Background: an optimization exercise with open tools, aiming at small area. Do not read the settings as production practice. The RTL was checked by simulation tests, not by an equivalence proof against the original design. Power is estimated from default activity; no workload was simulated.

==> flow/design.v <==
module b62_core (
    input  wire         clk,
    input  wire         rst,       
    input  wire         start,     
    input  wire         dec,       
    input  wire [1:0]   sel,       
    input  wire [5:0]   len,       
    input  wire [343:0] din,
    output wire         ready,
    output reg          done,
    output wire [1:0]   err,       
    output wire [5:0]   err_idx,   
    output wire [5:0]   out_len,
    output wire [343:0] dout
);
    localparam ERR_NONE  = 2'd0;
    localparam ERR_ALPHA = 2'd1;
    localparam ERR_FRAME = 2'd2;
    localparam ERR_OVF   = 2'd3;
    function [7:0] alpha;
        input [1:0] s;
        input [5:0] d;
        reg       s1, t1, t2;
        reg [6:0] k;
        begin
            s1 = (s == 2'd1);
            t1 = s1 ? (d < 6'd26) : (d < 6'd10);
            t2 = s1 ? (d < 6'd52) : (d < 6'd36);
            case (s)
                2'd1:    k = t1 ? 7'h41 : t2 ? 7'h47 : 7'h7C;    
                2'd2:    k = t1 ? 7'h30 : t2 ? 7'h57 : 7'h1D;    
                default: k = t1 ? 7'h30 : t2 ? 7'h37 : 7'h3D;    
            endcase
            alpha = {1'b0, {1'b0, d} + k};
        end
    endfunction
    function [6:0] sym;
        input [1:0] s;
        input [7:0] c;
        reg       isdig, inlet, ok;
        reg [5:0] k;
        begin
            isdig = (c[7:4] == 4'b0011) && !(c[3] && (c[2] || c[1]));
            inlet = (c[4:0] != 5'd0) && !(c[4] && c[3] && (c[2] || (c[1] && c[0])));
            ok    = isdig || (c[7:6] == 2'b01 && inlet);
            if (!c[6])      k = (s == 2'd1) ? 6'd36 : 6'd48;                         
            else if (!c[5]) k = (s == 2'd0) ? 6'd9 : (s == 2'd1) ? 6'd63 : 6'd35;    
            else            k = (s == 2'd0) ? 6'd35 : (s == 2'd1) ? 6'd25 : 6'd9;    
            sym = {ok, {1'b0, c[4:0]} + k};
        end
    endfunction
    reg  [343:0] ring;        
    reg  [7:0]   x;           
    reg  [7:0]   r;           
    reg          busy;
    reg          dec_r;
    reg  [1:0]   sel_r;
    reg  [5:0]   len_r;
    reg  [5:0]   c;           
    reg  [5:0]   j;           
    reg          pre;         
    reg          clr;         
    reg          fin;         
    reg          after;       
    reg          nz;          
    reg  [1:0]   err_r;
    assign ready   = !busy;
    assign dout    = ring;
    assign err     = err_r;
    assign err_idx = (err_r == ERR_ALPHA) ? j : 6'd0;
    assign out_len = (err_r == ERR_NONE) ? j : 6'd0;
    wire [7:0] top   = ring[343:336];
    wire       div   = !pre && !clr;
    wire       m_ins = div && !after && (c == j);    
    wire       m_dir = div && !after && (c != j);
    wire       inchk = (c < len_r);                  
    reg        s_ok;
    reg  [6:0] s_k;
    always @* begin
        s_ok = ((top[7:4] == 4'b0011) && !(top[3] && (top[2] || top[1]))) ||
               (top[7:6] == 2'b01 && (top[4:0] != 5'd0) &&
                !(top[4] && top[3] && (top[2] || (top[1] && top[0]))));
        if (dec_r) begin
            if (!top[6])      s_k = (sel_r == 2'd1) ? 7'd36 : 7'd48;
            else if (!top[5]) s_k = (sel_r == 2'd0) ? 7'd9 : (sel_r == 2'd1) ? 7'd63 : 7'd35;
            else              s_k = (sel_r == 2'd0) ? 7'd35 : (sel_r == 2'd1) ? 7'd25 : 7'd9;
        end else begin
            case (sel_r)
                2'd1:    s_k = (r[5:0] < 6'd26) ? 7'h41 : (r[5:0] < 6'd52) ? 7'h47 : 7'h7C;
                2'd2:    s_k = (r[5:0] < 6'd10) ? 7'h30 : (r[5:0] < 6'd36) ? 7'h57 : 7'h1D;
                default: s_k = (r[5:0] < 6'd10) ? 7'h30 : (r[5:0] < 6'd36) ? 7'h37 : 7'h3D;
            endcase
        end
    end
    wire [6:0] s_sum = (dec_r ? {2'b00, top[4:0]} : {1'b0, r[5:0]}) + s_k;
    wire [6:0] cs    = {s_ok, s_sum[5:0]};
    wire       hit   = pre && dec_r && inchk && !cs[6];    
    wire       frame = (len_r == 6'd1) || (len_r[1:0] == 2'd0);
    wire [5:0] jn    = j + 6'd1;
    wire [5:0] lnx   = len_r - (dec_r ? ((len_r[1:0] == 2'd1) ? 6'd2 : 6'd1)
                                      : {5'd0, j[1:0] != 2'd0});
    wire       last  = dec_r ? (len_r == 6'd2) : (lnx == 6'd0 && jn[1:0] != 2'd0);
    wire [9:0]  u  = {r[5:0], 3'b000} + {2'b00, top};    
    wire [3:0]  q2 = u / 10'd62;
    wire [5:0]  re = u % 10'd62;
    wire [7:0]  qe = {r[5:0], 2'b00} + {4'd0, q2};
    wire [13:0] td = {r, 6'd0} - {r, 1'b0} + {8'd0, top[5:0]};
    wire [7:0]  qd = {2'b00, td[13:8]};
    wire [7:0]  rd = td[7:0];
    wire [7:0] q   = dec_r ? qd : qe;
    wire [7:0] ins = dec_r ? r : {1'b0, s_sum};
    wire [7:0] pv  = !inchk ? 8'd0 : dec_r ? {2'b00, cs[5:0]} : top;
    wire [7:0] y = clr   ? 8'd0 :
                   pre   ? pv :
                   m_dir ? q :
                   m_ins ? ins : x;
    wire load = start && !busy;
    always @(posedge clk) begin
        ring <= {ring[335:0], y} | (din & {344{load}});
        x    <= top;
        if (rst) begin
            busy <= 1'b1;
            clr  <= 1'b1;
            pre  <= 1'b0;
            fin  <= 1'b0;
            c    <= 6'd42;
            done <= 1'b0;
        end else begin
            done <= 1'b0;
            if (!busy) begin
                if (start) begin
                    busy    <= 1'b1;
                    dec_r   <= dec;
                    sel_r   <= sel;
                    len_r   <= len;
                    c       <= 6'd42;
                    j       <= 6'd0;
                    pre     <= 1'b1;
                    clr     <= 1'b0;
                    err_r   <= ERR_NONE;
                end
            end else begin
                c       <= c - 6'd1;
                if (m_dir && qd != 8'd0) nz <= 1'b1;
                if (m_dir) r <= dec_r ? rd : {2'b00, re};
                if (m_ins || pre) r <= 8'd0;
                if (m_ins) after <= 1'b1;
                if (hit && err_r == ERR_NONE) err_r <= ERR_ALPHA;
                if (pre && dec_r && inchk && cs[6] && err_r == ERR_NONE) j <= jn;
                if (c == 6'd0) begin
                    c     <= 6'd43;
                    nz    <= 1'b0;
                    after <= 1'b0;
                    pre   <= 1'b0;
                    if (div) begin
                        j     <= jn;
                        len_r <= lnx;
                    end
                    if (clr) begin
                        busy <= 1'b0;
                        done <= fin;
                    end else if (pre) begin
                        if (err_r != ERR_NONE || hit) begin
                            clr <= 1'b1;
                            fin <= 1'b1;
                            c   <= 6'd42;
                        end else if (dec_r && frame) begin
                            err_r <= ERR_FRAME;
                            clr   <= 1'b1;
                            fin   <= 1'b1;
                            c     <= 6'd42;
                        end else begin
                            j <= 6'd0;
                        end
                    end else if (last) begin
                        clr <= 1'b1;
                        c   <= 6'd42;
                        if (dec_r && nz) begin
                            err_r <= ERR_OVF;
                            fin   <= 1'b1;
                        end else begin
                            fin  <= 1'b0;
                            done <= 1'b1;
                        end
                    end
                end
            end
        end
    end
endmodule
export LEC_CHECK = 0
export CAP_MARGIN = 20
export CORE_AREA = 4 4 211 211
export DIE_AREA = 0 0 215 215
export SLEW_MARGIN = 20
create_clock -name core_clock -period 5.5 [get_ports {clk}]
standard.sh (not shown) runs the stock make flow with config.mk's settings and CLKGATE_MAP_FILE= SYNTH_SCRIPT=/design/flow/synth_recipe.tcl, a recipe that flattens the netlist after the stock synthesis.
==> flow/flow/run.sh <==
#!/bin/bash
# The standard layout (standard.sh), with two changes to how it is made:
# ports are buffered with the smallest buffer instead of a delay buffer, and
# clock tree synthesis uses small clock buffers and no dummy loads.
set -euo pipefail
export BUFFER_PORTS_ARGS="-buffer_cell sky130_fd_sc_hd__buf_1"
export CTS_ARGS="-sink_clustering_enable -repair_clock_nets -dont_use_dummy_load -buf_list {sky130_fd_sc_hd__clkbuf_8} -sink_clustering_size 14 -sink_clustering_max_diameter 70"
bash standard.sh finish > standard.log 2>&1
Edit:
--- a/flow/design.v
+++ b/flow/design.v
@@ -78,10 +78,10 @@
     reg  [6:0] s_k;
     always @* begin
-        s_ok = ((top[7:4] == 4'b0011) && !(top[3] && (top[2] || top[1]))) ||
-               (top[7:6] == 2'b01 && (top[4:0] != 5'd0) &&
-                !(top[4] && top[3] && (top[2] || (top[1] && top[0]))));
+        s_ok = ((x[7:4] == 4'b0011) && !(x[3] && (x[2] || x[1]))) ||
+               (x[7:6] == 2'b01 && (x[4:0] != 5'd0) &&
+                !(x[4] && x[3] && (x[2] || (x[1] && x[0]))));
         if (dec_r) begin
-            if (!top[6])      s_k = (sel_r == 2'd1) ? 7'd36 : 7'd48;
-            else if (!top[5]) s_k = (sel_r == 2'd0) ? 7'd9 : (sel_r == 2'd1) ? 7'd63 : 7'd35;
+            if (!x[6])      s_k = (sel_r == 2'd1) ? 7'd36 : 7'd48;
+            else if (!x[5]) s_k = (sel_r == 2'd0) ? 7'd9 : (sel_r == 2'd1) ? 7'd63 : 7'd35;
             else              s_k = (sel_r == 2'd0) ? 7'd35 : (sel_r == 2'd1) ? 7'd25 : 7'd9;
         end else begin
@@ -93,5 +93,5 @@
         end
     end
-    wire [6:0] s_sum = (dec_r ? {2'b00, top[4:0]} : {1'b0, r[5:0]}) + s_k;
+    wire [6:0] s_sum = (dec_r ? {2'b00, x[4:0]} : {1'b0, r[5:0]}) + s_k;
     wire [6:0] cs    = {s_ok, s_sum[5:0]};
     wire       hit   = pre && dec_r && inchk && !cs[6];    
@@ -110,9 +110,7 @@
     wire [7:0] q   = dec_r ? qd : qe;
     wire [7:0] ins = dec_r ? r : {1'b0, s_sum};
-    wire [7:0] pv  = !inchk ? 8'd0 : dec_r ? {2'b00, cs[5:0]} : top;
-    wire [7:0] y = clr   ? 8'd0 :
-                   pre   ? pv :
-                   m_dir ? q :
-                   m_ins ? ins : x;
+    wire [7:0] pv  = !inchk ? 8'd0 : dec_r ? {2'b00, cs[5:0]} : x;
+    wire       m_dly = div && after;
+    wire [7:0] y = ({8{pre}} & pv) | ({8{m_dir}} & q) | ({8{m_ins}} & ins) | ({8{m_dly}} & x);
     wire load = start && !busy;
     always @(posedge clk) begin
@@ -124,5 +122,5 @@
             pre  <= 1'b0;
             fin  <= 1'b0;
-            c    <= 6'd42;
+            c    <= 6'd43;
             done <= 1'b0;
         end else begin
@@ -134,5 +132,5 @@
                     sel_r   <= sel;
                     len_r   <= len;
-                    c       <= 6'd42;
+                    c       <= 6'd43;
                     j       <= 6'd0;
                     pre     <= 1'b1;
@@ -164,10 +162,10 @@
                             clr <= 1'b1;
                             fin <= 1'b1;
-                            c   <= 6'd42;
+                            c   <= 6'd43;
                         end else if (dec_r && frame) begin
                             err_r <= ERR_FRAME;
                             clr   <= 1'b1;
                             fin   <= 1'b1;
-                            c     <= 6'd42;
+                            c     <= 6'd43;
                         end else begin
                             j <= 6'd0;
@@ -175,5 +173,5 @@
                     end else if (last) begin
                         clr <= 1'b1;
-                        c   <= 6'd42;
+                        c   <= 6'd43;
                         if (dec_r && nz) begin
                             err_r <= ERR_OVF;
After rerunning: Power goes down slightly; design area went down slightly; first-iteration DRC count went up by a few percent; routed wire length rose by a little under a tenth; critical path depth is lower by 3; die area does not change; area after synthesis falls slightly; count of clock-buffer cells in the layout does not change; final cell count is lower slightly; setup slack loses 280 ps.

## separate check: timing with driven ports
In the flow no input, the clock included, has a driving cell. The finished layouts below were timed again as built, in two steps.
Step 1: set_driving_cell puts a clkbuf_16 on clk and a buf_2 on each other input, an assumption about the parent block.
Step 2 also shifts input and output timing later by t, the mid clock arrival at the registers, as if the neighbouring blocks saw the same clock.
Three values: no drivers, after step 1, after step 2; two values: the first two.
run | shift t [ns] | setup slack, ns | hold WS [ns] | worst setup path after step 2 | worst data-port slew with drivers (ns)
the first run | 0.618 | 0.721 / 0.721 / 0.721 | 0.369 / 0.369 / 0.369 | register to register | 0.22
the second run | 0.652 | 0.443 / 0.443 / 0.443 | 0.388 / 0.388 / 0.388 | register to register | 0.17
After both steps every run listed still meets setup and hold.
